Source: an optimization exercise on an open RTL-to-GDS flow (aim: small area, a short achievable clock period and few clock cycles). Production flows keep margins and buffers that such runs may drop. RTL that was checked went through simulation tests only; none was proved equivalent to the original. The RTL of run 3 was laid out without a check of its function. No activity file was given, so power comes from the tool's default toggle rates.

### design/flow/run.sh
#!/bin/bash
# synth_recipe.tcl (not shown) runs the flow's synth.tcl, then flattens the netlist and writes it again
# the make line also repeats each setting of config.mk as NAME=value (left out here)
make -C /OpenROAD-flow-scripts/flow DESIGN_CONFIG=/design/flow/config.mk WORK_HOME=/design/flow/orfs CLKGATE_MAP_FILE= SYNTH_SCRIPT=/design/flow/synth_recipe.tcl finish
### design/flow/config.mk
export PLATFORM = sky130hd
export DESIGN_NAME = qser
export DESIGN_NICKNAME = qser
export VERILOG_FILES = /design/flow/design.v
export SDC_FILE = /design/flow/constraint.sdc
export NUM_CORES = 4
export LEC_CHECK = 0
export CAP_MARGIN = 10
export CORE_MARGIN = 2
export CORE_UTILIZATION = 55
export SETUP_SLACK_MARGIN = 5
export SLEW_MARGIN = 10
### design/flow/constraint.sdc
create_clock -name core_clock -period 10.0 [get_ports {clk}]
set_input_delay 2.0000 -clock core_clock [delete_from_list [all_inputs] [get_ports {clk}]]
set_output_delay 2.0000 -clock core_clock [all_outputs]
set_load 0.01 [all_outputs]
### design/flow/design.v
module qser (
    input  wire        clk,
    input  wire        rst,
    input  wire        req_valid,
    output wire        req_ready,
    input  wire [3:0]  req_op,
    input  wire [1:0]  req_gain,
    input  wire [1:0]  req_pol,
    input  wire [1:0]  req_addr,
    input  wire [1:0]  req_param,
    input  wire [31:0] req_a0,
    input  wire [31:0] req_a1,
    input  wire [31:0] req_a2,
    input  wire [31:0] req_a3,
    input  wire [31:0] req_a4,
    input  wire [15:0] req_r0,
    input  wire [15:0] req_r1,
    output wire        tx_valid,
    output wire [7:0]  tx_data,
    input  wire        tx_ready,
    output wire        rsp_valid,
    output wire [2:0]  rsp_kind,
    output wire [3:0]  rsp_reason
);
    localparam integer S   = 3;          
    localparam integer FQD = 4;          
    localparam [3:0] OP_DAC_INIT  = 4'h3;
    localparam [3:0] OP_DAC_WRITE = 4'h4;
    localparam [3:0] OP_DDS_TONE  = 4'h5;
    localparam [3:0] OP_DDS_RAMP  = 4'h6;
    localparam [3:0] OP_DDS_LOAD  = 4'h7;
    localparam [3:0] OP_DDS_RESET = 4'h8;
    localparam [3:0] OP_DDS_ROFF  = 4'h9;
    localparam [31:0] PHASE_FS  = 32'd360000;
    localparam [31:0] PHASE_OFS = 32'd2160000000;   
    localparam [31:0] REF_MIN   = 32'd2000000;
    localparam [31:0] REF_MAX   = 32'd3000000;
    localparam [2:0] RS_S0 = 3'd0, RS_S1 = 3'd1, RS_S2 = 3'd2, RS_S3 = 3'd3, RS_S4 = 3'd4,
                     RS_S5 = 3'd5, RS_S6 = 3'd6, RS_JOB = 3'd7;
    localparam [1:0] J_NORM  = 2'd0;
    localparam [1:0] J_PHASE = 2'd1;
    localparam [1:0] J_DAC   = 2'd2;
    reg        r_v;
    reg        rdy_q;
    reg        rdy_n;                    
    reg [2:0]  r_st;
    reg [3:0]  r_op;
    reg [1:0]  r_gain, r_pol, r_addr, r_param;
    reg [31:0] r_a0, r_a1, r_a2, r_a3, r_a4;
    reg [15:0] r_r0, r_r1;
    reg [2:0]  r_job;
    reg [31:0] r_sp;                     
    reg        f_a, f_b, f_c, f_d, f_z;   
    reg        f_ref, f_ovf;             
    reg        rsp_v_q;
    reg [2:0]  rsp_k_q;
    reg [3:0]  rsp_r_q;
    reg [2:0]  fq_op [0:FQD-1];
    reg [1:0]  fq_f1 [0:FQD-1];
    reg [1:0]  fq_f2 [0:FQD-1];
    reg [1:0]  fq_rd, fq_wr;
    reg [2:0]  fq_cnt;
    wire       fq_space = (fq_cnt != FQD);
    wire [31:0] ramp_fs = (r_param == 2'd1) ? PHASE_FS : r_a4;
    wire        dac_g2  = (r_gain == 2'd2);
    wire        dac_bip = r_pol[0];
    wire [33:0] sp_sx   = {{2{r_sp[31]}}, r_sp};
    wire [33:0] a0_sx   = {{2{r_a0[31]}}, r_a0};
    wire [33:0] dac_fs  = {2'd0, r_a3};
    localparam integer A_A1A0 = 0, A_A4A3 = 1, A_A2OF = 2, A_FSA1 = 3, A_SPA3 = 4,
                       A_SPA2 = 5, A_5A0  = 6, A_5SP  = 7, A_5A1  = 8, A_27A1 = 9,
                       A_FSV  = 10, A_N   = 11;
    reg [11:0] ak;
    wire [33:0] pa = ({34{ak[A_A1A0] | ak[A_5A1]}} & {2'd0, r_a1})
                   | ({34{ak[A_A4A3]}}             & {2'd0, r_a4})
                   | ({34{ak[A_A2OF]}}             & {2'd0, r_a2})
                   | ({34{ak[A_FSA1]}}             & {2'd0, ramp_fs})
                   | ({34{ak[A_SPA3] | ak[A_SPA2]}} & {2'd0, r_sp})
                   | ({34{ak[A_5A0]}}              & a0_sx)
                   | ({34{ak[A_5SP]}}              & sp_sx)
                   | ({34{ak[A_27A1]}}             & {r_a1[28:0], 5'd0})
                   | ({34{ak[A_FSV]}}              & dac_fs)
                   | ({34{ak[A_N]}}                & sp_sx);
    wire [33:0] qa = ({34{ak[A_A1A0]}}             & ~{2'd0, r_a0})
                   | ({34{ak[A_A4A3] | ak[A_SPA3] | ak[A_27A1]}} & ~{2'd0, r_a3})
                   | ({34{ak[A_A2OF] & r_a2[31]}}  & {2'd0, PHASE_OFS})
                   | ({34{ak[A_FSA1]}}             & ~{2'd0, r_a1})
                   | ({34{ak[A_SPA2]}}             & ~{2'd0, r_a2})
                   | ({34{ak[A_5A0]}}              & {a0_sx[31:0], 2'b00})
                   | ({34{ak[A_5SP]}}              & {sp_sx[31:0], 2'b00})
                   | ({34{ak[A_5A1]}}              & {r_a1, 2'b00})
                   | ({34{ak[A_FSV]}}              & ~sp_sx)
                   | ({34{ak[A_N] & dac_bip}}      & dac_fs);
    wire        ia = ak[A_A1A0] | ak[A_A4A3] | ak[A_FSA1] | ak[A_SPA3] | ak[A_SPA2] |
                     ak[A_27A1] | ak[A_FSV];
    wire [33:0] ya;
    qadd #(34) u_alu_a (.a(pa), .b(qa), .cin(ia), .s(ya), .cout());
    reg [2:0] dk;
    reg [3:0] dr;
    reg       d_now;      
    always @(*) begin
        dk = 3'd0; dr = 4'd0; d_now = 1'b0;
        case (r_op)
            OP_DAC_INIT: begin
                d_now = 1'b1;
                if (r_gain == 2'd3)      begin dk = 3'd4; dr = 4'd1; end
                else if (r_pol[1])       begin dk = 3'd5; dr = 4'd2; end
            end
            OP_DAC_WRITE: begin
                d_now = (r_st == RS_S6);
                if (r_addr == 2'd3)      begin dk = 3'd5; dr = 4'd3; end
                else if (r_gain == 2'd3) begin dk = 3'd4; dr = 4'd1; end
                else if (r_pol[1])       begin dk = 3'd5; dr = 4'd2; end
                else if (f_ref)          begin dk = 3'd1; dr = 4'd2; end
                else if (f_ovf || f_c || f_d) begin dk = 3'd1; dr = 4'd1; end
            end
            OP_DDS_TONE: begin
                d_now = (r_st == RS_S2);
                if (r_a1 == 32'd0 || r_a4 == 32'd0) begin dk = 3'd1; dr = 4'd2; end
                else if (f_a || f_b)     begin dk = 3'd1; dr = 4'd1; end
            end
            OP_DDS_RAMP: begin
                d_now = (r_st == RS_S4);
                if (r_param == 2'd3)     begin dk = 3'd5; dr = 4'd4; end
                else if (f_a || f_z)     begin dk = 3'd2; dr = 4'd1; end
                else if (f_c)            begin dk = 3'd2; dr = 4'd2; end
                else if (f_d)            begin dk = 3'd2; dr = 4'd3; end
                else if (r_param != 2'd1 && r_a4 == 32'd0) begin dk = 3'd1; dr = 4'd2; end
                else if (f_b)            begin dk = 3'd1; dr = 4'd1; end
            end
            OP_DDS_LOAD, OP_DDS_RESET, OP_DDS_ROFF: d_now = 1'b1;
            default: begin d_now = 1'b1; dk = 3'd6; dr = 4'd0; end
        endcase
    end
    reg [5:0]  jn_sel;      
    reg [3:0]  jd_sel;      
    reg [1:0]  jkind;
    reg [1:0]  jw;          
    reg        jlast;
    wire [31:0] jn = ({32{jn_sel[0]}} & r_a0) | ({32{jn_sel[1]}} & r_a1) |
                     ({32{jn_sel[2]}} & r_a2) | ({32{jn_sel[3]}} & r_a3) |
                     ({32{jn_sel[4]}} & {16'd0, r_r0}) | ({32{jn_sel[5]}} & {16'd0, r_r1});
    wire [31:0] jd = ({32{jd_sel[0]}} & r_a1) | ({32{jd_sel[1]}} & r_a4) |
                     ({32{jd_sel[2]}} & PHASE_FS) | ({32{jd_sel[3]}} & 32'd65536);
    reg [5:0] jn_sel_nx;
    reg [3:0] jd_sel_nx;
    reg [1:0] jkind_nx, jw_nx;
    reg       jlast_nx;
    reg [3:0] jop;
    reg [1:0] jpar;
    reg [2:0] jjob;
    always @(*) begin
        jn_sel_nx = 6'b000001; jd_sel_nx = 4'b0001; jkind_nx = J_NORM; jw_nx = 2'd0; jlast_nx = 1'b1;
        case (jop)
            OP_DAC_WRITE: begin
                jkind_nx = J_DAC; jw_nx = 2'd1;
            end
            OP_DDS_TONE: begin
                jlast_nx = (jjob == 3'd2);
                case (jjob)
                    3'd0:    begin jn_sel_nx = 6'b000001; jd_sel_nx = 4'b0001; jw_nx = 2'd0; end
                    3'd1:    begin jn_sel_nx = 6'b000100; jd_sel_nx = 4'b0100; jkind_nx = J_PHASE; jw_nx = 2'd1; end
                    default: begin jn_sel_nx = 6'b001000; jd_sel_nx = 4'b0010; jw_nx = 2'd2; end
                endcase
            end
            default: begin   
                jlast_nx  = (jjob == 3'd5);
                jd_sel_nx = (jpar == 2'd1) ? 4'b0100 : 4'b0010;
                jw_nx     = (jpar == 2'd0) ? 2'd2 : (jpar == 2'd1) ? 2'd1 : 2'd0;
                case (jjob)
                    3'd0:    jn_sel_nx = 6'b000001;
                    3'd1:    jn_sel_nx = 6'b000010;
                    3'd2:    jn_sel_nx = 6'b000100;
                    3'd3:    jn_sel_nx = 6'b001000;
                    3'd4:    begin jn_sel_nx = 6'b010000; jd_sel_nx = 4'b1000; jw_nx = 2'd1; end
                    default: begin jn_sel_nx = 6'b100000; jd_sel_nx = 4'b1000; jw_nx = 2'd1; end
                endcase
            end
        endcase
    end
    reg [3:0]  j_steps;
    reg [31:0] j_rem;
    reg [2:0]  j_xlo;
    reg [2:0]  j_mask;
    always @(*) begin
        if (jkind == J_PHASE) begin
            j_steps = 4'd10; j_rem = jn >> 14; j_xlo = jn[13:11];      j_mask = 3'b000;
        end else if (jw == 2'd1) begin
            j_steps = 4'd6;  j_rem = jn >> 2;  j_xlo = {jn[1:0], 1'b0}; j_mask = 3'b001;
        end else if (jw == 2'd0) begin
            j_steps = 4'd5;  j_rem = jn >> 1;  j_xlo = {jn[0], 2'b00};    j_mask = 3'b011;
        end else begin
            j_steps = 4'd11; j_rem = jn >> 1;  j_xlo = {jn[0], 2'b00};    j_mask = 3'b011;
        end
    end
    reg        dv_busy;     
    reg        dv_first;    
    reg        dv_done;     
    reg [3:0]  dv_cnt;
    reg [1:0]  dv_kind;
    reg        dv_sat;
    reg [2:0]  dv_mask;
    reg [31:0] rem;
    reg [2:0]  xlo;         
    reg [31:0] m1;          
    reg [33:0] m3;          
    reg [34:0] m5, m7;      
    reg [39:0] bcd;
    wire [34:0] x = {rem, xlo};
    wire [34:0] mult [1:7];
    assign mult[1] = {3'd0, m1};
    assign mult[2] = {2'd0, m1, 1'b0};
    assign mult[3] = {1'd0, m3};
    assign mult[4] = {1'd0, m1, 2'b0};
    assign mult[5] = m5;
    assign mult[6] = {m3, 1'b0};
    assign mult[7] = m7;
    wire [34:0] df [1:7];
    wire [7:1]  ge;
    genvar gk;
    generate
        for (gk = 1; gk < 8; gk = gk + 1) begin : sub
            qadd #(35) u_sub (.a(x), .b(~mult[gk]), .cin(1'b1), .s(df[gk]), .cout(ge[gk]));
        end
    endgenerate
    wire [7:0]  sel = {ge[7], ge[6:1] & ~ge[7:2], ~ge[1]};
    wire [2:0]  qd  = {ge[4], ge[6] | (ge[2] & ~ge[4]),
                       ge[7] | (ge[5] & ~ge[6]) | (ge[3] & ~ge[4]) | (ge[1] & ~ge[2])};
    wire [31:0] rem_nx = ({32{sel[0]}} & x[31:0])      | ({32{sel[1]}} & df[1][31:0]) |
                         ({32{sel[2]}} & df[2][31:0])  | ({32{sel[3]}} & df[3][31:0]) |
                         ({32{sel[4]}} & df[4][31:0])  | ({32{sel[5]}} & df[5][31:0]) |
                         ({32{sel[6]}} & df[6][31:0])  | ({32{sel[7]}} & df[7][31:0]);
    wire [2:0] qbits = (dv_sat ? 3'b111 : qd) & dv_mask;
    function [39:0] dd_adj(input [39:0] b);
        integer t;
        reg [3:0] d;
        begin
            for (t = 0; t < 10; t = t + 1) begin
                d = b[4*t +: 4];
                dd_adj[4*t+3] = d[3] | (d[2] & (d[1] | d[0]));
                dd_adj[4*t+2] = (d[3] & d[0]) | (d[2] & ~d[1] & ~d[0]);
                dd_adj[4*t+1] = (d[3] & ~d[0]) | (~d[2] & d[1]) | (d[1] & d[0]);
                dd_adj[4*t+0] = (~d[3] & ~d[2] & d[0]) | (d[2] & d[1] & ~d[0]) | (d[3] & ~d[0]);
            end
        end
    endfunction
    wire [39:0] bcd_src = dv_first ? 40'd0 : bcd;
    wire [39:0] bcd_a0  = dd_adj(bcd_src);
    wire [39:0] bcd_s1  = {bcd_a0[38:0], qbits[2]};
    wire [39:0] bcd_a1  = dd_adj(bcd_s1);
    wire [39:0] bcd_s2  = {bcd_a1[38:0], qbits[1]};
    wire [39:0] bcd_a2  = dd_adj(bcd_s2);
    wire [39:0] bcd_nx  = {bcd_a2[38:0], qbits[0]};
    reg [2:0] xlo_nx;
    always @(*) begin
        xlo_nx = 3'b000;
        if (dv_kind == J_PHASE)
            case (dv_cnt)
                4'd10:   xlo_nx = r_a2[10:8];
                4'd9:    xlo_nx = r_a2[7:5];
                4'd8:    xlo_nx = r_a2[4:2];
                4'd7:    xlo_nx = {r_a2[1:0], 1'b0};
                default: xlo_nx = 3'b000;
            endcase
    end
    reg [2:0] mask_nx;
    always @(*) begin
        mask_nx = 3'b111;
        if (dv_kind == J_PHASE) begin
            if (dv_cnt > 4'd7)       mask_nx = 3'b000;
            else if (dv_cnt == 4'd7) mask_nx = 3'b001;
        end else if (dv_kind == J_DAC && dv_cnt == 4'd2) begin
            mask_nx = 3'b100;
        end
    end
    reg [39:0] fe0, fe1;
    reg [3:0]  ft0, ft1;
    reg [1:0]  fe_cnt;
    wire       fe_space = (fe_cnt != 2'd2);
    reg [3:0] bcd_top;
    integer q;
    always @(*) begin
        bcd_top = 4'd0;
        for (q = 1; q < 10; q = q + 1)
            if (bcd[4*q +: 4] != 4'd0) bcd_top = q;
    end
    wire [33:0] jd3;
    wire [34:0] jd5, jd7;
    qadd #(34) u_m3 (.a({2'd0, jd}), .b({1'd0, jd, 1'b0}), .cin(1'b0), .s(jd3), .cout());
    qadd #(35) u_m5 (.a({3'd0, jd}), .b({1'd0, jd, 2'b0}), .cin(1'b0), .s(jd5), .cout());
    qadd #(35) u_m7 (.a({jd, 3'b0}), .b(~{3'd0, jd}), .cin(1'b1), .s(jd7), .cout());
    wire fe_push = dv_done && fe_space;
    wire dv_step = dv_busy && !(dv_first && dv_done && !fe_space);
    wire dv_last = dv_step && (dv_cnt == 4'd1);
    wire dv_free = !dv_busy || dv_last;
    wire dv_take = dv_free && r_v && (r_st == RS_JOB);
    reg        ob_v;
    reg [7:0]  ob_d;
    reg [4:0]  g_pos;
    reg        g_in;
    reg [3:0]  g_dig;
    wire [2:0] h_op = fq_op[fq_rd];
    wire [1:0] h_f1 = fq_f1[fq_rd];
    wire [1:0] h_f2 = fq_f2[fq_rd];
    localparam [2:0] F_INIT = 3'd0, F_WRITE = 3'd1, F_TONE = 3'd2, F_RAMP = 3'd3,
                     F_LOAD = 3'd4, F_RESET = 3'd5, F_ROFF = 3'd6;
    reg [7:0] c_pol, c_gain, c_addr, c_param;
    always @(*) begin
        c_pol   = h_f1[0] ? "b" : "u";
        c_gain  = (h_f2 == 2'd0) ? "1" : (h_f2 == 2'd1) ? "2" : "3";
        c_addr  = (h_f1 == 2'd0) ? "a" : (h_f1 == 2'd1) ? "b" : "c";
        c_param = (h_f1 == 2'd0) ? "f" : (h_f1 == 2'd1) ? "p" : "a";
    end
    reg       t_fld, t_last;
    reg [7:0] t_byte;
    always @(*) begin
        t_fld = 1'b0; t_last = 1'b0; t_byte = "!";
        case (h_op)
            F_INIT:
                case (g_pos)
                    5'd0: t_byte = "D";
                    5'd1: t_byte = "s";
                    5'd2: t_byte = c_pol;
                    5'd3: t_byte = c_gain;
                    default: t_last = 1'b1;
                endcase
            F_WRITE:
                case (g_pos)
                    5'd0: t_byte = "D";
                    5'd1: t_byte = "w";
                    5'd2: t_byte = c_addr;
                    5'd3: t_fld  = 1'b1;
                    default: t_last = 1'b1;
                endcase
            F_TONE:
                case (g_pos)
                    5'd0: t_byte = "d";
                    5'd1: t_byte = "p";
                    5'd2, 5'd4, 5'd6: t_fld = 1'b1;
                    5'd3, 5'd5: t_byte = ",";
                    default: t_last = 1'b1;
                endcase
            F_RAMP:
                case (g_pos)
                    5'd0, 5'd5: t_byte = "d";
                    5'd1, 5'd6: t_byte = "o";
                    5'd2: t_byte = "s";
                    5'd3, 5'd8: t_byte = c_param;
                    5'd4: t_byte = "!";
                    5'd7: t_byte = "p";
                    5'd9, 5'd11, 5'd13, 5'd15, 5'd17, 5'd19: t_fld = 1'b1;
                    5'd10, 5'd12, 5'd14, 5'd16, 5'd18: t_byte = ",";
                    default: t_last = 1'b1;
                endcase
            F_LOAD:
                case (g_pos)
                    5'd0: t_byte = "d";
                    5'd1: t_byte = "l";
                    default: t_last = 1'b1;
                endcase
            F_RESET:
                case (g_pos)
                    5'd0: t_byte = "d";
                    5'd1: t_byte = "r";
                    default: t_last = 1'b1;
                endcase
            default:
                case (g_pos)
                    5'd0: t_byte = "d";
                    5'd1: t_byte = "o";
                    5'd2: t_byte = "x";
                    default: t_last = 1'b1;
                endcase
        endcase
    end
    wire [3:0] g_sel   = g_in ? g_dig : ft0;
    wire [3:0] g_digit = fe0[4*g_sel +: 4];
    wire g_can    = (!ob_v || tx_ready) && (fq_cnt != 3'd0);
    wire g_fld_ok = (fe_cnt != 2'd0);
    wire g_push   = g_can && (!t_fld || g_fld_ok);
    wire [7:0] g_byte = t_fld ? {4'h3, g_digit} : t_byte;
    wire fe_pop   = g_can && t_fld && g_fld_ok && (g_sel == 4'd0);
    wire fq_pop   = g_can && !t_fld && t_last;
    wire accept  = req_valid && rdy_q;
    wire decide  = r_v && (r_st != RS_JOB) && d_now && fq_space;
    reg [2:0] st_nx;
    always @(*) begin
        st_nx = r_st;
        if (rdy_q)
            st_nx = RS_S0;
        else if (decide)
            st_nx = RS_JOB;
        else if (r_v && r_st != RS_JOB && !d_now)
            st_nx = (r_op == OP_DAC_WRITE && r_st == RS_S0 && !dac_g2) ? RS_S4 : r_st + 3'd1;
    end
    wire [3:0] op_nx = rdy_q ? req_op : r_op;
    always @(*) begin
        jop  = op_nx;
        jpar = rdy_q ? req_param : r_param;
        jjob = rdy_q ? 3'd0 : (dv_take ? r_job + 3'd1 : r_job);
    end
    reg [11:0] ak_nx;
    always @(*) begin
        ak_nx = 12'd0;
        case (op_nx)
            OP_DDS_TONE:
                case (st_nx)
                    RS_S0: ak_nx[A_A1A0] = 1'b1;
                    RS_S1: ak_nx[A_A4A3] = 1'b1;
                    RS_S2: ak_nx[A_A2OF] = 1'b1;
                    default: ;
                endcase
            OP_DDS_RAMP:
                case (st_nx)
                    RS_S0: ak_nx[A_A1A0] = 1'b1;
                    RS_S1: ak_nx[A_FSA1] = 1'b1;
                    RS_S2: ak_nx[A_SPA3] = 1'b1;
                    RS_S3: ak_nx[A_SPA2] = 1'b1;
                    default: ;
                endcase
            OP_DAC_WRITE:
                case (st_nx)
                    RS_S0: ak_nx[A_5A0]  = 1'b1;
                    RS_S1: ak_nx[A_5SP]  = 1'b1;
                    RS_S2: ak_nx[A_5A1]  = 1'b1;
                    RS_S3: ak_nx[A_27A1] = 1'b1;
                    RS_S4: ak_nx[A_FSV]  = 1'b1;
                    RS_S5: ak_nx[A_N]    = 1'b1;
                    default: ;
                endcase
            default: ;
        endcase
    end
    wire has_job = (r_op == OP_DAC_WRITE) || (r_op == OP_DDS_TONE) || (r_op == OP_DDS_RAMP);
    wire fq_push = decide && (dk == 3'd0);
    wire r_free  = (decide && (dk != 3'd0 || !has_job)) || (dv_take && jlast);
    reg [2:0] fq_new_op;
    always @(*) begin
        case (r_op)
            OP_DAC_INIT:  fq_new_op = F_INIT;
            OP_DAC_WRITE: fq_new_op = F_WRITE;
            OP_DDS_TONE:  fq_new_op = F_TONE;
            OP_DDS_RAMP:  fq_new_op = F_RAMP;
            OP_DDS_LOAD:  fq_new_op = F_LOAD;
            OP_DDS_RESET: fq_new_op = F_RESET;
            default:      fq_new_op = F_ROFF;
        endcase
    end
    wire [1:0] fq_new_f1 = (r_op == OP_DAC_INIT) ? r_pol : (r_op == OP_DAC_WRITE) ? r_addr : r_param;
    always @(posedge clk) begin
        begin
            rsp_v_q <= decide;
            if (decide) begin
                rsp_k_q <= dk;
                rsp_r_q <= dr;
            end
            r_st   <= st_nx;
            ak     <= ak_nx;
            jn_sel <= jn_sel_nx;
            jd_sel <= jd_sel_nx;
            jkind  <= jkind_nx;
            jw     <= jw_nx;
            jlast  <= jlast_nx;
            f_z  <= (r_sp == 32'd0);
            if (rdy_q) begin
                r_job   <= 3'd0;
                r_op    <= req_op;
                r_gain  <= req_gain;
                r_pol   <= req_pol;
                r_addr  <= req_addr;
                r_param <= req_param;
                r_a0    <= req_a0;
                r_a1    <= req_a1;
                r_a2    <= req_a2;
                r_a3    <= req_a3;
                r_a4    <= req_a4;
                r_r0    <= req_r0;
                r_r1    <= req_r1;
            end
            if (accept) begin
                r_v     <= 1'b1;
                rdy_q   <= 1'b0;
                rdy_n   <= 1'b1;
            end else if (!rdy_q) begin
                if (r_free) begin
                    r_v   <= 1'b0;
                    rdy_q <= 1'b1;
                    rdy_n <= 1'b0;
                end
                if (dv_take)
                    r_job <= r_job + 3'd1;
                if (r_v) begin
                    case (r_op)
                        OP_DDS_TONE:
                            if (r_st == RS_S0) f_a <= ya[33];
                            else if (r_st == RS_S1) f_b <= ya[33];
                            else if (decide) r_a2 <= ya[31:0];
                        OP_DDS_RAMP:
                            case (r_st)
                                RS_S0: begin
                                    r_sp <= ya[31:0];
                                    f_a  <= ya[33];
                                end
                                RS_S1: f_b <= ya[33];
                                RS_S2: f_c <= ya[33];
                                RS_S3: f_d <= ya[33];
                                default: ;
                            endcase
                        OP_DAC_WRITE:
                            case (r_st)
                                RS_S0: begin
                                    if (dac_g2) begin
                                        r_sp <= ya[31:0];
                                    end else begin
                                        r_sp <= r_a0;
                                        r_a3 <= r_gain[0] ? {r_a1[29:0], 2'b00} : {r_a1[30:0], 1'b0};
                                    end
                                    f_ref <= (r_a1 < REF_MIN) || (r_a1 > REF_MAX);
                                    f_ovf <= (r_a0[31:25] != {7{r_a0[31]}});
                                end
                                RS_S1: r_sp <= ya[31:0];
                                RS_S2: r_a3 <= ya[31:0];
                                RS_S3: r_a3 <= {ya[29:0], 2'b00};
                                RS_S4: f_d  <= ya[33];
                                RS_S5: begin
                                    f_c  <= ya[33];
                                    r_a0 <= ya[31:0];
                                    r_a1 <= dac_bip ? {r_a3[30:0], 1'b0} : r_a3;
                                end
                                default: ;
                            endcase
                        default: ;
                    endcase
                end
            end
            if (fq_push) begin
                fq_op[fq_wr] <= fq_new_op;
                fq_f1[fq_wr] <= fq_new_f1;
                fq_f2[fq_wr] <= r_gain;
                fq_wr <= fq_wr + 2'd1;
            end
            if (fq_pop) fq_rd <= fq_rd + 2'd1;
            fq_cnt <= fq_cnt + (fq_push ? 3'd1 : 3'd0) - (fq_pop ? 3'd1 : 3'd0);
            if (dv_step) begin
                dv_cnt   <= dv_cnt - 4'd1;
                dv_first <= 1'b0;
                dv_mask  <= mask_nx;
                rem      <= rem_nx;
                xlo      <= xlo_nx;
                bcd      <= bcd_nx;
            end
            if (fe_push) dv_done <= 1'b0;
            if (dv_last) begin
                dv_busy <= 1'b0;
                dv_done <= 1'b1;
            end
            if (dv_take) begin
                dv_busy  <= 1'b1;
                dv_first <= 1'b1;
                dv_cnt   <= j_steps;
                dv_kind  <= jkind;
                dv_sat   <= (jkind != J_PHASE) && (jn == jd);
                dv_mask  <= j_mask;
                rem      <= j_rem;
                xlo      <= j_xlo;
                m1       <= jd;
                m3       <= jd3;
                m5       <= jd5;
                m7       <= jd7;
            end
            if (fe_pop) begin
                fe0 <= fe1;
                ft0 <= ft1;
            end
            if (fe_push) begin
                if (fe_cnt == 2'd0 || (fe_cnt == 2'd1 && fe_pop)) begin
                    fe0 <= bcd;
                    ft0 <= bcd_top;
                end else begin
                    fe1 <= bcd;
                    ft1 <= bcd_top;
                end
            end
            fe_cnt <= fe_cnt + (fe_push ? 2'd1 : 2'd0) - (fe_pop ? 2'd1 : 2'd0);
            if (g_push) begin
                if (t_fld) begin
                    if (g_sel == 4'd0) begin
                        g_in  <= 1'b0;
                        g_pos <= g_pos + 5'd1;
                    end else begin
                        g_in  <= 1'b1;
                        g_dig <= g_sel - 4'd1;
                    end
                end else if (t_last) begin
                    g_pos <= 5'd0;
                end else begin
                    g_pos <= g_pos + 5'd1;
                end
            end
            if (g_push) begin
                ob_v <= 1'b1;
                ob_d <= g_byte;
            end else if (tx_ready) begin
                ob_v <= 1'b0;
            end
        end
        if (rst) begin
            r_v     <= 1'b0;
            rdy_q   <= 1'b1;
            rdy_n   <= 1'b0;
            rsp_v_q <= 1'b0;
            fq_rd   <= 2'd0;
            fq_wr   <= 2'd0;
            fq_cnt  <= 3'd0;
            dv_busy <= 1'b0;
            dv_done <= 1'b0;
            fe_cnt  <= 2'd0;
            ob_v    <= 1'b0;
            g_pos   <= 5'd0;
            g_in    <= 1'b0;
        end
    end
    assign req_ready  = !rdy_n;
    assign tx_valid   = ob_v;
    assign tx_data    = ob_d;
    assign rsp_valid  = rsp_v_q;
    assign rsp_kind   = rsp_k_q;
    assign rsp_reason = rsp_r_q;
endmodule
module qadd #(parameter integer W = 32) (
    input  wire [W-1:0] a,
    input  wire [W-1:0] b,
    input  wire         cin,
    output wire [W-1:0] s,
    output wire         cout
);
    localparam integer NB = (W + 1) / 2;
    localparam integer L  = (NB <= 2) ? 1 : (NB <= 4) ? 2 : (NB <= 8) ? 3 : (NB <= 16) ? 4 : 5;
    wire [W-1:0] p  = a ^ b;
    wire [W-1:0] g0 = a & b;
    wire [W-1:0] g  = {g0[W-1:1], g0[0] | (p[0] & cin)};
    wire [W-1:0] ig, ip;
    genvar i, l, k;
    generate
        for (i = 0; i < W; i = i + 1) begin : grp
            if (i % 2 == 0) begin : first
                assign ig[i] = g[i];
                assign ip[i] = p[i];
            end else begin : rest
                assign ig[i] = g[i] | (p[i] & ig[i-1]);
                assign ip[i] = p[i] & ip[i-1];
            end
        end
    endgenerate
    wire [NB-1:0] kg [0:L];
    wire [NB-1:0] kp [0:L];
    generate
        for (k = 0; k < NB; k = k + 1) begin : blk
            assign kg[0][k] = ig[(2*k+1 < W) ? 2*k+1 : W-1];
            assign kp[0][k] = ip[(2*k+1 < W) ? 2*k+1 : W-1];
        end
        for (l = 0; l < L; l = l + 1) begin : lvl
            for (k = 0; k < NB; k = k + 1) begin : node
                if (k >= (1 << l)) begin : comb
                    assign kg[l+1][k] = kg[l][k] | (kp[l][k] & kg[l][k - (1 << l)]);
                    assign kp[l+1][k] = kp[l][k] & kp[l][k - (1 << l)];
                end else begin : pass
                    assign kg[l+1][k] = kg[l][k];
                    assign kp[l+1][k] = kp[l][k];
                end
            end
        end
    endgenerate
    wire [W:0] c;
    assign c[0] = cin;
    generate
        for (i = 1; i <= W; i = i + 1) begin : car
            if (i % 2 == 0) begin : edge_c
                assign c[i] = kg[L][i/2 - 1];
            end else if (i < 2) begin : low
                assign c[i] = ig[i-1];
            end else begin : mid
                assign c[i] = ig[i-1] | (ip[i-1] & kg[L][i/2 - 1]);
            end
        end
    endgenerate
    assign s    = p ^ c[W-1:0];
    assign cout = c[W];
endmodule
==> results of run 1 <==
-- routing by layer --
metal  GRT usage (%)  routed length, um  part of all wire (%)  up-vias
li1                -                  -                     -    20360
met5               0                 84                 0.046        -
met2            57.8              78600                    43     2677
met1            53.6              75900                    41    21579
met3            9.11              20400                    11      553
met4            17.0               9250                   5.0       12
-- worst reg2reg max path, delay by kind of cell (launching register included) --
| kind | cells | cell delay [ns] |
|---|---|---|
| buffers and inverters | 2 | 0.34 |
| AOI/OAI and AO/OA | 8 | 2.54 |
| adders and majority gates | 2 | 0.54 |
| and+or+nand+nor | 2 | 0.69 |
| DFF | 1 | 0.46 |
-- flip-flops by register name, indices dropped and copies added, names as in the netlist, 5 cells and up, named ones only --
name and flops:
bcd 40, r_sp 32, m3 32, ak 12, r_r1 16, jn_sel 6
r_a1 32, g_pos 5, r_a2 32, rem 32, m1 32, fe1 40
fq_op 12, m5 33, tx_data 7, m7 34, r_r0 16, r_a4 32
r_a3 32, r_a0 32, fq_f1 8, fe0 40, fq_f2 8
-- how the worst max path moves through the flow --
stage | from | to
finish | m1[0] | rem[27]
global route | ak[6] | r_a3[19]
CTS | ak[0] | r_a3[29]
detailed placement | ak[3] | r_a3[29]
global placement | ak[3] | r_a3[29]
floorplan | ak[5] | r_a3[31]
-- final cells by class --
cell class / instances / area (sq um) / share of cell area (%)
clock buffers: 111 / 2230 / 3.96
flip-flops and latches: 649 / 17200 / 30.4
repair buffers: 328 / 3170 / 5.62
diodes: 1 / 2.50 / 0.00444
well taps: 1176 / 1470 / 2.61
inverters: 376 / 1440 / 2.55
multi-input cells: 4129 / 30400 / 54.0
clock inverters: 35 / 465 / 0.826
-- per-stage QoR --
| step | worst slack [ns] | hold WS (ns) | instance area (sq um) |
|---|---|---|---|
| after floorplan | 5.12 | 0.422 | 49700 |
| after detailed placement | 3.42 | 0.461 | 52800 |
| after CTS | 4.95 | 0.476 | 55800 |
| after global placement | 3.47 | 0.440 | 52800 |
| after global routing | 4.88 | 0.483 | 56400 |
| final | 5.15 | 0.476 | 56400 |
-- kinds of logic (layout without fill, tap and decap cells) --
logic type,Yosys count,count (layout),synth area share [%]
AOI/OAI and AO/OA,1710,1710,22.5
xor gates and xnor gates,219,219,3.86
adders and majority gates,549,549,16.4
buffers and inverters,686,850,5.23
DFF,649,649,34.5
muxes,203,203,4.39
other,1,3,0.00755
and+or+nand+nor,1444,1446,13.2
-- power groups by stage --
stage / Clock (mW) / Sequential, mW / Combinational [mW]
6_report: 3.02 / 3.37 / 2.10
5_1_grt: 3.15 / 3.36 / 2.29
4_1_cts: 3.05 / 3.34 / 2.01
3_5_place_dp: 0 / 3.39 / 1.98
3_3_place_gp: 0 / 3.39 / 1.95
2_1_floorplan: 0 / 3.21 / 1.40
-- layout by cell type (no fill, tap or decap), types with 93 or more instances in the layout --
cell / n
dfxtp_1: 225
edfxtp_1: 413
o21ai_0: 312
a22oi_1: 98
nor2_1: 446
a21oi_1: 510
clkdlybuf4s50_1: 223
nand2_1: 496
a21o_1: 93
ha_1: 379
xnor2_1: 112
inv_1: 368
fa_1: 163
mux2i_1: 146
xor2_1: 103
-- what timing repair did --
item / CTS / global route
pin swaps: 4 / 25
endpoints found under the hold margin: 0 / 0
setup buffers: 8 / 23
setup endpoints to repair: 166 / 109
gates cloned: 2 / 1
resized for setup: 48 / 79
==> reports/qor.txt, run 1 <==
fillers -> 7754
Finish-stage setup viols -> 0
endpoints failing hold -> 0
reg2reg setup slack -> 5.15 ns
I/O Buffers -> 223
first-pass GRT wire length -> 272 mm
Avg Cell Area, Syn -> 9.09 sq um
CP Depth -> 14
Comb pwr share -> 24.8%
critical path class -> reg -> reg
Tightest Pin Transition -> 1.47 ns
synthesized area -> 49700 sq um
Cells after DPL -> 6623
switch share -> 32.6%
hold path cells -> 0
largest net degree at the start of global routing -> 101
1st-iter DRT viols -> 5576
IO Pins -> 226
Crit Reg-Reg Endpoint -> rem[27]
Crit path max-delay family -> compound AO/OA/AOI/OAI gates
P per Cell Area -> 151 nW/um^2
worst-case vdd ir drop -> 0.148 mV
H-tree Lvls -> 3
CP max FO -> 31
Worst Path Buf+Inv -> 2
Initial Utilization -> 55.3%
DRT antenna net count -> 0
Tot Pwr -> 8.50 mW
Leakage -> 22.8 nW
Pint -> 5.73 mW
Slew Viols, Final -> 0
CTS clock-pin slew for the worst setup and hold paths -> 0.06 ns
Layout area overhead -> 13.5%
vias in the first global route -> 41909
fin cells -> 6805
die height -> 304 um
worst path required time -> 10.38 ns
cell mode on critical path -> a31oi_1
unrepaired setup endpoints after global routing -> yes
WL/cell -> 27.1 um
area leader, netlist -> edfxtp_1
Post-synth EDFFs -> 413
Startpoint Class -> flip-flop
status -> complete, no violations
most common cell in the netlist -> a21oi_1
Max-Cap Viols -> 0
sequential area share after synthesis -> 34.5%
vias per cell -> 6.64
Hold Crit Start -> jkind[0]
Die Width -> 304 um
core area -> 89700 sq um
share of cells above drive strength 1 -> 7.66%
dominant cells by area after synthesis -> edfxtp_1 25%, ha_1 9.6%, dfxtp_1 9.5%, fa_1 6.8%, a21oi_1 5.2%
Clock Path Buffers -> 3
root buffer cell -> clkbuf_16
initial antenna violation count -> 9
Final Util -> 62.8%
Slew HR -> 2.28%
Clock power frac -> 35.6%
FMAX -> 206 MHz
synth cell count leaders -> 516 x a21oi_1, 501 x nand2_1, 449 x nor2_1
post-synth top area share -> 25.0%
CTS tree -> done
Routed WL -> 184 mm
Tcrit/Tclk final -> 48.5%
DP Wirelength -> 137 mm
critical-path cell list -> ha_1 -> inv_1 -> fa_1 -> a211oi_1 -> nor2_1 -> a21oi_1 -> o31ai_2 -> a31oi_1 -> a31o_2 -> buf_4 -> nand2_4 -> o22ai_1 -> a2111oi_0 -> a31oi_1
Tmin final -> 4.85 ns
Residual DRC -> 0
Die ar. -> 92700 sq um
reg-to-reg startpoint -> m1[0]
Seq pwr share -> 39.7%
fin nets -> 6318
Clock Skews -> 0.0267 ns
Worst Reg-to-Reg Cells -> 14
Hold Path Class -> reg -> reg
hold worst-path end -> dv_kind[0]
crit path DAT -> 5.23 ns
Synth async-reset ratio -> 0%
synth unique cells -> 87
vias -> 45181
gr usage total -> 38.7%
total CTS buffers -> 78
Gate Count Post-Synth -> 5461
clock sinks -> 649
gr ovfl total -> 0
number of detailed-route iterations in the first pass -> 10
Worst Setup End Kind -> flip-flop
CTS Hold Buffers Added -> 0
Largest stage delay, worst path -> 0.66 ns
RD Place Congestion -> 1.02
Yosys reg bits -> 649
clk latency of the worst-skew pair -> 0.66 ns
Slowest cell on crit path -> a2111oi_0
Ys Warns -> 3
ys flop type -> edfxtp_1
P_sw -> 2.77 mW
num rows -> 110
Setup TNS Final -> 0 ns
Testbench counts, summed over its fixed seeds: cycles 45,453.
==> run 2: changes to the inputs <==
==> design/flow/config.mk (replaced) <==
export PLATFORM = sky130hd
export DESIGN_NAME = qser
export DESIGN_NICKNAME = qser
export VERILOG_FILES = /design/flow/design.v
export SDC_FILE = /design/flow/constraint.sdc
export NUM_CORES = 4
export LEC_CHECK = 0
export CAP_MARGIN = 8
export CORE_MARGIN = 2
export CORE_UTILIZATION = 55
export SETUP_SLACK_MARGIN = 5
export SLEW_MARGIN = 8
==> run 2 against run 1 <==
  * Area after synthesis stayed put
  * Register-to-register slack hardly changed
  * Sequential cell count stayed put
  * Design area stayed put
  * Core utilization stayed put
  * Setup slack stayed put
  * Synthesized cell count stayed put
  * Non-clock buffer count stayed put
  * Global-route usage stayed put
  * Cell count stayed put
  * First-iteration DRC count stayed put
  * Largest cell class unchanged
  * Highest routed layer unchanged
==> reports/qor.txt, run 2 <==
Tcrit/Tclk final -> 48.5% (unchanged)
vias in the first global route -> 41909 (unchanged)
Leakage -> 22.8 nW (unchanged)
Slew Viols, Final -> 0 (unchanged)
synth unique cells -> 87 (unchanged)
die height -> 304 um (unchanged)
gr usage total -> 38.7% (unchanged)
number of detailed-route iterations in the first pass -> 10 (unchanged)
Hold Path Class -> reg -> reg
core area -> 89700 sq um (unchanged)
end of the critical path -> rem[27]
Ys Warns -> 3 (unchanged)
worst path required time -> 10.38 ns (about the same)
ys flop type -> edfxtp_1
clk latency of the worst-skew pair -> 0.66 ns (about the same)
Max-Cap Viols -> 0 (unchanged)
min setup slack post-route -> 5.15 ns (unchanged)
biggest regs -> bcd x40, fe0 x40, fe1 x40
Clock Path Buffers -> 3 (unchanged)
most common cell in the netlist -> a21oi_1
CTS tree -> done
H-tree Lvls -> 3 (unchanged)
WHS -> 0.476 ns (unchanged)
Die ar. -> 92700 sq um (unchanged)
Setup TNS Final -> 0 ns (unchanged)
fin cells -> 6805 (unchanged)
dominant cells by area after synthesis -> edfxtp_1 25%, ha_1 9.6%, dfxtp_1 9.5%, fa_1 6.8%, a21oi_1 5.2%
total CTS buffers -> 78 (unchanged)
Tightest Pin Transition -> 1.47 ns (unchanged)
Setup WS pre-CTS -> 3.42 ns (unchanged)
busiest layer in global routing -> met2
1st-iter DRT viols -> 5576 (unchanged)
Layout area overhead -> 13.5% (unchanged)
critical path class -> reg -> reg
status -> complete, no violations
post-synth top area share -> 25.0% (unchanged)
clock sinks -> 649 (unchanged)
Routed WL -> 184 mm (unchanged)
Cells after DPL -> 6623 (unchanged)
num rows -> 110 (unchanged)
met1 Use GR -> 53.6% (unchanged)
CTS Hold Buffers Added -> 0 (unchanged)
sequential area share after synthesis -> 34.5% (unchanged)
Tmin final -> 4.85 ns (unchanged)
reg-to-reg startpoint -> m1[0]
gr ovfl total -> 0 (unchanged)
IO Pins -> 226 (unchanged)
FMAX -> 206 MHz (unchanged)
vias -> 45181 (unchanged)
reg2reg setup slack -> 5.15 ns (about the same)
fillers -> 7754 (unchanged)
Residual DRC -> 0 (unchanged)
Gate Count Post-Synth -> 5461 (unchanged)
Setup crit start -> m1[0]
WL/cell -> 27.1 um (unchanged)
simple-gate share of the synthesized area -> 13.2% (unchanged)
fin nets -> 6318 (unchanged)
RD Place Congestion -> 1.02 (unchanged)
I/O Buffers -> 223 (unchanged)
commonest cells after routing, fill and taps aside -> 510 x a21oi_1, 496 x nand2_1, 446 x nor2_1
Startpoint Class -> flip-flop
Finish-stage setup viols -> 0 (unchanged)
Slew HR -> 2.28% (unchanged)
Synth Area in Compound Gates -> 22.5% (unchanged)
Final Util -> 62.8% (unchanged)
unrepaired setup endpoints after global routing -> yes
mux cell area share after synthesis -> 4.39% (unchanged)
CTS clock-pin slew for the worst setup and hold paths -> 0.06 ns (about the same)
largest net degree at the start of global routing -> 101 (unchanged)
Worst Reg-to-Reg Cells -> 14 (unchanged)
worst-case vdd ir drop -> 0.148 mV (unchanged)
Initial Utilization -> 55.3% (unchanged)
synth cell count leaders -> 516 x a21oi_1, 501 x nand2_1, 449 x nor2_1
area leader, netlist -> edfxtp_1
DP Wirelength -> 137 mm (unchanged)
crit path DAT -> 5.23 ns (about the same)
first-pass GRT wire length -> 272 mm (unchanged)
P per Cell Area -> 151 nW/um^2 (unchanged)
CP max FO -> 31 (unchanged)
vias per cell -> 6.64 (unchanged)
synthesized area -> 49700 sq um (unchanged)
Yosys reg bits -> 649 (unchanged)
most common cell after layout, fill and taps aside -> a21oi_1
hold path cells -> 0 (unchanged)
Avg Cell Area, Syn -> 9.09 sq um (unchanged)
DRT antenna net count -> 0 (unchanged)
largest family of logic cells by synthesized area -> compound AO/OA/AOI/OAI gates
met3 usage -> 9.11% (unchanged)
Crit Reg-Reg Endpoint -> rem[27]
initial antenna violation count -> 9 (unchanged)
Post-Synth XOR/XNOR Area -> 3.86% (unchanged)
endpoints failing hold -> 0 (unchanged)
share of cells above drive strength 1 -> 7.66% (unchanged)
share of synthesized cell area in full adder, half adder and majority cells -> 16.4% (unchanged)
root buffer cell -> clkbuf_16
Multi-input gate area -> 30400 sq um (unchanged)
Clock Skews -> 0.0267 ns (unchanged)
Synth async-reset ratio -> 0% (unchanged)
Die Width -> 304 um (unchanged)
met2 GRT Util -> 57.8% (unchanged)
Post-synth EDFFs -> 413 (unchanged)
Worst Setup End Kind -> flip-flop
FF+latch area -> 17200 sq um (unchanged)
run 2: cell counts in the layout (fill, tap and decap cells not counted):
Identical to the previous run, type by type.
run 2: critical path: stages, from the launching register on:
cell,delay (ns)
edfxtp_1,0.46
ha_1,0.24
inv_1,0.10
fa_1,0.30
a211oi_1,0.10
nor2_1,0.21
a21oi_1,0.18
o31ai_2,0.53
a31oi_1,0.43
a31o_2,0.35
buf_4,0.24
nand2_4,0.45
o22ai_1,0.12
a2111oi_0,0.66
a31oi_1,0.15
run 2: per-layer routing:
| metal | vias to the layer above | wire length (um) |
|---|---|---|
| met4 | 12 | 9250 |
| met5 | - | 84 |
| li1 | 20360 | - |
| met1 | 21579 | 75900 |
| met2 | 2677 | 78600 |
| met3 | 553 | 20400 |
run 2: how the worst min path moves through the flow:
stage,endpoint,slack (ns),startpoint
finish,dv_kind[0],0.48,jkind[0]
CTS,dv_kind[0],0.48,jkind[0]
detailed placement,dv_kind[0],0.46,jkind[0]
floorplan,dv_kind[1],0.42,jkind[1]
global placement,dv_kind[0],0.44,jkind[0]
global route,dv_kind[0],0.48,jkind[0]
run 2: final cells by class:
cell class,instances,share of cell area (%)
clock buffer,111,3.96
clock inverter,35,0.826
antenna,1,0.00444
tap,1176,2.61
inverter,376,2.55
timing repair buffer,328,5.62
multi-input combinational,4129,54.0
sequential,649,30.4
run 2: logic make-up (layout without fill, tap and decap cells):
kind of cell | Yosys count | in the layout
XOR/XNOR | 219 | 219
other | 1 | 3
buffers and inverters | 686 | 850
AND/OR/NAND/NOR | 1444 | 1446
AO/OA/AOI/OAI | 1710 | 1710
flip-flops | 649 | 649
multiplexers | 203 | 203
adder cells (fa/ha/maj) | 549 | 549
run 2: power by group:
group / internal (mW) / total [mW] / leakage (nW) / switching (mW)
sequential: 3.07 / 3.37 / 5.77 / 0.296
combinational: 0.857 / 2.10 / 15.8 / 1.25
clock: 1.80 / 3.02 / 1.31 / 1.22
total: 5.73 / 8.50 / 22.8 / 2.77
run 2: repair_timing:
action                     4_1_cts  5_1_grt
gates cloned                     2        1
buffers inserted                 8       23
setup endpoints to repair      166      109
pin swaps                        4       25
gates resized for setup         48       79
run 2: stage by stage:
| step | power (mW) | instance area [sq um] |
|---|---|---|
| 2_1_floorplan | 4.61 | 49700 |
| 3_3_place_gp | 5.34 | 52800 |
| 3_5_place_dp | 5.38 | 52800 |
| 4_1_cts | 8.40 | 55800 |
| 5_1_grt | 8.80 | 56400 |
| 6_report | 8.50 | 56400 |
==> run 3: changes to the inputs <==
--- a/design/flow/design.v
+++ b/design/flow/design.v
@@ -204,32 +204,24 @@
     reg [2:0]  xlo;         
     reg [31:0] m1;          
     reg [33:0] m3;          
-    reg [34:0] m5, m7;      
     reg [39:0] bcd;
-    wire [34:0] x = {rem, xlo};
-    wire [34:0] mult [1:7];
-    assign mult[1] = {3'd0, m1};
-    assign mult[2] = {2'd0, m1, 1'b0};
-    assign mult[3] = {1'd0, m3};
-    assign mult[4] = {1'd0, m1, 2'b0};
-    assign mult[5] = m5;
-    assign mult[6] = {m3, 1'b0};
-    assign mult[7] = m7;
-    wire [34:0] df [1:7];
-    wire [7:1]  ge;
-    genvar gk;
-    generate
-        for (gk = 1; gk < 8; gk = gk + 1) begin : sub
-            qadd #(35) u_sub (.a(x), .b(~mult[gk]), .cin(1'b1), .s(df[gk]), .cout(ge[gk]));
-        end
-    endgenerate
-    wire [7:0]  sel = {ge[7], ge[6:1] & ~ge[7:2], ~ge[1]};
-    wire [2:0]  qd  = {ge[4], ge[6] | (ge[2] & ~ge[4]),
-                       ge[7] | (ge[5] & ~ge[6]) | (ge[3] & ~ge[4]) | (ge[1] & ~ge[2])};
-    wire [31:0] rem_nx = ({32{sel[0]}} & x[31:0])      | ({32{sel[1]}} & df[1][31:0]) |
-                         ({32{sel[2]}} & df[2][31:0])  | ({32{sel[3]}} & df[3][31:0]) |
-                         ({32{sel[4]}} & df[4][31:0])  | ({32{sel[5]}} & df[5][31:0]) |
-                         ({32{sel[6]}} & df[6][31:0])  | ({32{sel[7]}} & df[7][31:0]);
+    wire [34:0] x   = {rem, xlo};
+    wire [34:0] md2 = {2'd0, m1, 1'b0};
+    wire [34:0] md4 = {1'd0, m1, 2'b0};
+    wire [34:0] md6 = {m3, 1'b0};
+    wire [34:0] y2, y4, y6;
+    wire        c2, c4, c6;
+    qadd #(35) u_s2 (.a(x), .b(~md2), .cin(1'b1), .s(y2), .cout(c2));
+    qadd #(35) u_s4 (.a(x), .b(~md4), .cin(1'b1), .s(y4), .cout(c4));
+    qadd #(35) u_s6 (.a(x), .b(~md6), .cin(1'b1), .s(y6), .cout(c6));
+    wire [1:0]  qh = {c4, c6 | (c2 & ~c4)};
+    wire [32:0] x1 = ({33{~c2}}      & x[32:0])  | ({33{c2 & ~c4}} & y2[32:0]) |
+                     ({33{c4 & ~c6}} & y4[32:0]) | ({33{c6}}       & y6[32:0]);    
+    wire [32:0] y1;
+    wire        c1;
+    qadd #(33) u_s1 (.a(x1), .b(~{1'b0, m1}), .cin(1'b1), .s(y1), .cout(c1));
+    wire [2:0]  qd     = {qh, c1};
+    wire [31:0] rem_nx = c1 ? y1[31:0] : x1[31:0];
     wire [2:0] qbits = (dv_sat ? 3'b111 : qd) & dv_mask;
     function [39:0] dd_adj(input [39:0] b);
         integer t;
@@ -285,17 +277,14 @@
             if (bcd[4*q +: 4] != 4'd0) bcd_top = q;
     end
     wire [33:0] jd3;
-    wire [34:0] jd5, jd7;
     qadd #(34) u_m3 (.a({2'd0, jd}), .b({1'd0, jd, 1'b0}), .cin(1'b0), .s(jd3), .cout());
-    qadd #(35) u_m5 (.a({3'd0, jd}), .b({1'd0, jd, 2'b0}), .cin(1'b0), .s(jd5), .cout());
-    qadd #(35) u_m7 (.a({jd, 3'b0}), .b(~{3'd0, jd}), .cin(1'b1), .s(jd7), .cout());
     wire fe_push = dv_done && fe_space;
     wire dv_step = dv_busy && !(dv_first && dv_done && !fe_space);
     wire dv_last = dv_step && (dv_cnt == 4'd1);
     wire dv_free = !dv_busy || dv_last;
     wire dv_take = dv_free && r_v && (r_st == RS_JOB);
-    reg        ob_v;
-    reg [7:0]  ob_d;
+    reg        ob_v, sk_v;
+    reg [7:0]  ob_d, sk_d;
     reg [4:0]  g_pos;
     reg        g_in;
     reg [3:0]  g_dig;
@@ -375,7 +364,7 @@
     end
     wire [3:0] g_sel   = g_in ? g_dig : ft0;
     wire [3:0] g_digit = fe0[4*g_sel +: 4];
-    wire g_can    = (!ob_v || tx_ready) && (fq_cnt != 3'd0);
+    wire g_can    = !sk_v && (fq_cnt != 3'd0);
     wire g_fld_ok = (fe_cnt != 2'd0);
     wire g_push   = g_can && (!t_fld || g_fld_ok);
     wire [7:0] g_byte = t_fld ? {4'h3, g_digit} : t_byte;
@@ -565,8 +554,6 @@
                 xlo      <= j_xlo;
                 m1       <= jd;
                 m3       <= jd3;
-                m5       <= jd5;
-                m7       <= jd7;
             end
             if (fe_pop) begin
                 fe0 <= fe1;
@@ -597,11 +584,23 @@
                     g_pos <= g_pos + 5'd1;
                 end
             end
-            if (g_push) begin
-                ob_v <= 1'b1;
-                ob_d <= g_byte;
-            end else if (tx_ready) begin
-                ob_v <= 1'b0;
+            if (ob_v && tx_ready) begin
+                if (sk_v) begin
+                    ob_d <= sk_d;
+                    sk_v <= 1'b0;
+                end else if (g_push) begin
+                    ob_d <= g_byte;
+                end else begin
+                    ob_v <= 1'b0;
+                end
+            end else if (!ob_v) begin
+                if (g_push) begin
+                    ob_v <= 1'b1;
+                    ob_d <= g_byte;
+                end
+            end else if (g_push) begin
+                sk_v <= 1'b1;
+                sk_d <= g_byte;
             end
         end
         if (rst) begin
@@ -616,6 +615,7 @@
             dv_done <= 1'b0;
             fe_cnt  <= 2'd0;
             ob_v    <= 1'b0;
+            sk_v    <= 1'b0;
             g_pos   <= 5'd0;
             g_in    <= 1'b0;
         end
==> design/flow/config.mk (replaced) <==
export PLATFORM = sky130hd
export DESIGN_NAME = qser
export DESIGN_NICKNAME = qser
export VERILOG_FILES = /design/flow/design.v
export SDC_FILE = /design/flow/constraint.sdc
export NUM_CORES = 4
export LEC_CHECK = 0
export CAP_MARGIN = 20
export CORE_MARGIN = 2
export CORE_UTILIZATION = 50
export SETUP_SLACK_MARGIN = 5
export SLEW_MARGIN = 20
==> run 3 against run 2 <==
  * Clock skew increased by 0.0068 ns
  * Total power fell by 7.2%
  * Hold slack got worse by 0.016 ns
  * Sequential cell count shrank 57
  * Sequential power is 7.7% lower
  * Setup slack got worse by 1.3 ns
  * First-iteration DRC count decreased by 3.6%
  * Maximum frequency down 21%
  * Core utilization is 1.7 points lower
  * Cell count fell by 13%
  * Synthesized cell count shrank 16%
  * Combinational power hardly changed
==> reports/qor.txt, run 3 <==
commonest cells after routing, fill and taps aside -> 502 x nand2_1, 355 x edfxtp_1, 339 x a21oi_1
Initial Utilization -> 50.5% (-4.9 points)
gr usage total -> 36.3% (-2.4 points)
core area -> 82100 sq um (-8.5%)
vias -> 38987 (-14%)
Finish-stage setup viols -> 0 (unchanged)
Comb pwr share -> 26.2% (+1.4 points)
Worst Path Buf+Inv -> 8 (+6)
Layout area overhead -> 21.1%
CP Depth -> 29 (+15)
Worst Reg-to-Reg Cells -> 29 (+15)
total CTS buffers -> 71 (-9.0%)
Die Width -> 292 um (-4.1%)
worst-case vdd ir drop -> 0.125 mV (-16%)
critical path class -> reg -> reg
RD Place Congestion -> 0.991 (-2.7%)
Final Util -> 61.1% (-1.7 points)
Tot Pwr -> 7.88 mW (-7.2%)
CTS Hold Buffers Added -> 0 (unchanged)
H-tree Lvls -> 3 (unchanged)
DRT antenna net count -> 0 (unchanged)
Hold Path Class -> reg -> reg
gr ovfl total -> 0 (unchanged)
Clock Path Buffers -> 3 (unchanged)
crit path DAT -> 6.55 ns (+1.32 ns)
clock sinks -> 592 (-8.8%)
cell mode on critical path -> buf_4
Setup crit start -> rem[6]
Largest stage delay, worst path -> 0.46 ns (-0.20 ns)
Worst Setup End Kind -> flip-flop
IO Pins -> 226 (unchanged)
most common cell after layout, fill and taps aside -> nand2_1
Seq pwr share -> 39.5% (-0.2 points)
first-pass GRT wire length -> 235 mm (-14%)
clk latency of the worst-skew pair -> 0.64 ns (-0.02 ns)
most common cell in the netlist -> nand2_1
Tightest Pin Transition -> 1.22 ns (-0.249 ns)
initial antenna violation count -> 4 (-5)
P per Cell Area -> 157 nW/um^2 (+4.1%)
Pint -> 5.22 mW (-9.0%)
endpoints failing hold -> 0 (unchanged)
end of the critical path -> rem[5]
FMAX -> 164 MHz (-21%)
status -> complete, no violations
Crit Reg-Reg Endpoint -> rem[5]
Gate Count Post-Synth -> 4566 (-16%)
Slew HR -> 18.9% (+17 points)
post-synth top area share -> 25.7% (+0.75 points)
root buffer cell -> clkbuf_16
fin nets -> 5326 (-16%)
biggest regs -> bcd x40, fe0 x40, fe1 x40
num rows -> 105 (-4.5%)
Tmin final -> 6.10 ns (+1.25 ns)
Max-Cap Viols -> 0 (unchanged)
Crit path max-delay family -> compound AO/OA/AOI/OAI gates
I/O Buffers -> 224 (+0.45%)
CTS tree -> done
sequential area share after synthesis -> 37.2% (+2.7 points)
Slew Viols, Final -> 0 (unchanged)
area leader, netlist -> edfxtp_1
DP Wirelength -> 110 mm (-20%)
reg2reg setup slack -> 3.90 ns (-1.25 ns)
die height -> 292 um (-4.1%)
1st-iter DRT viols -> 5375 (-3.6%)
synth cell count leaders -> 509 x nand2_1, 357 x a21oi_1, 355 x edfxtp_1
unrepaired setup endpoints after global routing -> yes
Post-synth EDFFs -> 355 (-14%)
WL/cell -> 27.0 um (-0.22%)
ys flop type -> edfxtp_1
min setup slack post-route -> 3.90 ns (-1.25 ns)
CTS clock-pin slew for the worst setup and hold paths -> 0.07 ns (about the same)
share of cells above drive strength 1 -> 14.1% (+6.4 points)
Slowest cell on crit path -> edfxtp_1
switch share -> 33.8% (+1.2 points)
Synth async-reset ratio -> 0% (unchanged)
Avg Cell Area, Syn -> 9.08 sq um (-0.18%)
Routed WL -> 160 mm (-13%)
reg-to-reg startpoint -> rem[6]
dominant cells by area after synthesis -> edfxtp_1 26%, dfxtp_1 11%, ha_1 6.6%, nand2_1 4.6%, fa_1 4.5%
largest net degree at the start of global routing -> 97 (-4.0%)
Startpoint Class -> flip-flop
Setup TNS Final -> 0 ns (unchanged)
fillers -> 7061 (-8.9%)
Yosys reg bits -> 592 (-8.8%)
Die ar. -> 85200 sq um (-8.1%)
P_sw -> 2.66 mW (-3.7%)
synth unique cells -> 95 (+9.2%)
vias in the first global route -> 36415 (-13%)
Setup WS pre-CTS -> 2.89 ns (-0.529 ns)
Clock Skews -> 0.0335 ns (+0.00679 ns)
CP max FO -> 8 (-74%)
Clock power frac -> 34.3% (-1.3 points)
Ys Warns -> 4 (+1)
vias per cell -> 6.57 (-1.1%)
Leakage -> 20.0 nW (-12%)
synthesized area -> 41400 sq um (-17%)
WHS -> 0.460 ns (-0.0161 ns)
worst path required time -> 10.45 ns (+0.07 ns)
Tcrit/Tclk final -> 61.0% (+13 points)
number of detailed-route iterations in the first pass -> 11 (+1)
Residual DRC -> 0 (unchanged)
[run 3: cell count changes after synthesis, sizes merged, moves of 26 or more]
| cell | before | now |
|---|---|---|
| edfxtp | 413 | 355 |
| ha | 380 | 218 |
| inv | 373 | 216 |
| a211oi | 65 | 110 |
| xnor2 | 116 | 51 |
| o22ai | 86 | 60 |
| fa | 168 | 93 |
| a221oi | 58 | 27 |
| nor2b | 37 | 83 |
| nor2 | 449 | 328 |
| a31oi | 75 | 21 |
| a21oi | 516 | 359 |
| a22o | 18 | 52 |
[run 3: stage by stage]
stage                     instances  cell area, sq um
after floorplan                4566             41600
after global placement         5619             44500
after detailed placement       5619             44500
after CTS                      5873             49100
after global routing           5936             50200
final                          5936             50200
[run 3: kinds of logic after synthesis]
logic type      Yosys count  share of synthesized area [%]
fa+ha+maj               312                           11.1
buf+inv                 524                           5.00
compound gates         1452                           23.5
simple gates           1361                           15.4
other cells               1                        0.00905
xor+xnor                143                           3.02
flops                   592                           37.2
mux                     181                           4.80
[run 3: cell type report]
cell class              instances  area [sq um]  share of cell area [%]
diodes                          1          2.50                 0.00499
clock buffers                  91          1960                    3.91
clock inverters                40           463                   0.922
inverters                     217           833                    1.66
multi-input cells            3456         25400                    50.6
flip-flops and latches        592         15400                    30.8
well taps                    1070          1340                    2.67
repair buffers                469          4770                    9.50
[run 3: power groups by stage]
stage	Combinational, mW	Sequential (mW)	Clock, mW
2_1_floorplan	1.27	2.97	0
3_5_place_dp	1.87	3.13	0
4_1_cts	1.95	3.08	2.74
5_1_grt	2.23	3.11	2.83
3_3_place_gp	1.85	3.14	0
6_report	2.07	3.11	2.70
[run 3: worst min-delay path by stage]
stage                         from          to  slack (ns)  cells after the start
after floorplan           jkind[1]  dv_kind[1]        0.42                      0
after global placement    jkind[0]  dv_kind[0]        0.44                      0
after detailed placement  jkind[0]  dv_kind[0]        0.44                      0
after CTS                 jkind[0]  dv_kind[0]        0.46                      0
after global routing      jkind[1]  dv_kind[1]        0.49                      0
final                     jkind[0]  dv_kind[0]        0.46                      0
[run 3: layer usage]
metal / vias up / share of wire, % / global-route usage (%)
met5: - / 0.020 / 0
met4: 6 / 6.3 / 17.8
met3: 598 / 10 / 7.64
met2: 2251 / 43 / 55.8
met1: 18640 / 40 / 48.6
li1: 17492 / - / -
[run 3: what timing repair did]
action / in CTS / in global routing
pin swaps: 68 / 72
setup buffers: 108 / 59
resized for setup: 205 / 118
cloned: 15 / 3
setup endpoints to repair: 127 / 68

[static timing again, ports no longer ideal]
In the flow no input, the clock included, has a driving cell. The finished layouts below were timed again as built, in two steps. Step 1 (the two cells are an assumption about what drives the block):
set clk [get_ports {clk}]
set_driving_cell -lib_cell sky130_fd_sc_hd__clkbuf_16 $clk
set_driving_cell -lib_cell sky130_fd_sc_hd__buf_2 [delete_from_list [all_inputs] $clk]
Step 2 moves the port delays by t, midway between the first and last clock arrival at a register: inputs arrive t later, outputs are due t later. That takes back most of the time a late clock gives input paths. Slacks: ideal ports / drivers / drivers and shift; pairs: ideal ports / drivers.
run | t, ns | setup WS [ns] | latest minus earliest clock arrival (ns) | pins driven straight from the clock port
run 1 | 0.728 | 5.150 / 5.150 / 4.987 | 0.027 / 0.027 | 1
run 2 | 0.728 | 5.150 / 5.150 / 4.987 | 0.027 / 0.027 | 1
run 3 | 0.700 | 3.899 / 3.899 / 3.899 | 0.034 / 0.034 | 1
After both steps every run listed still meets setup and hold.
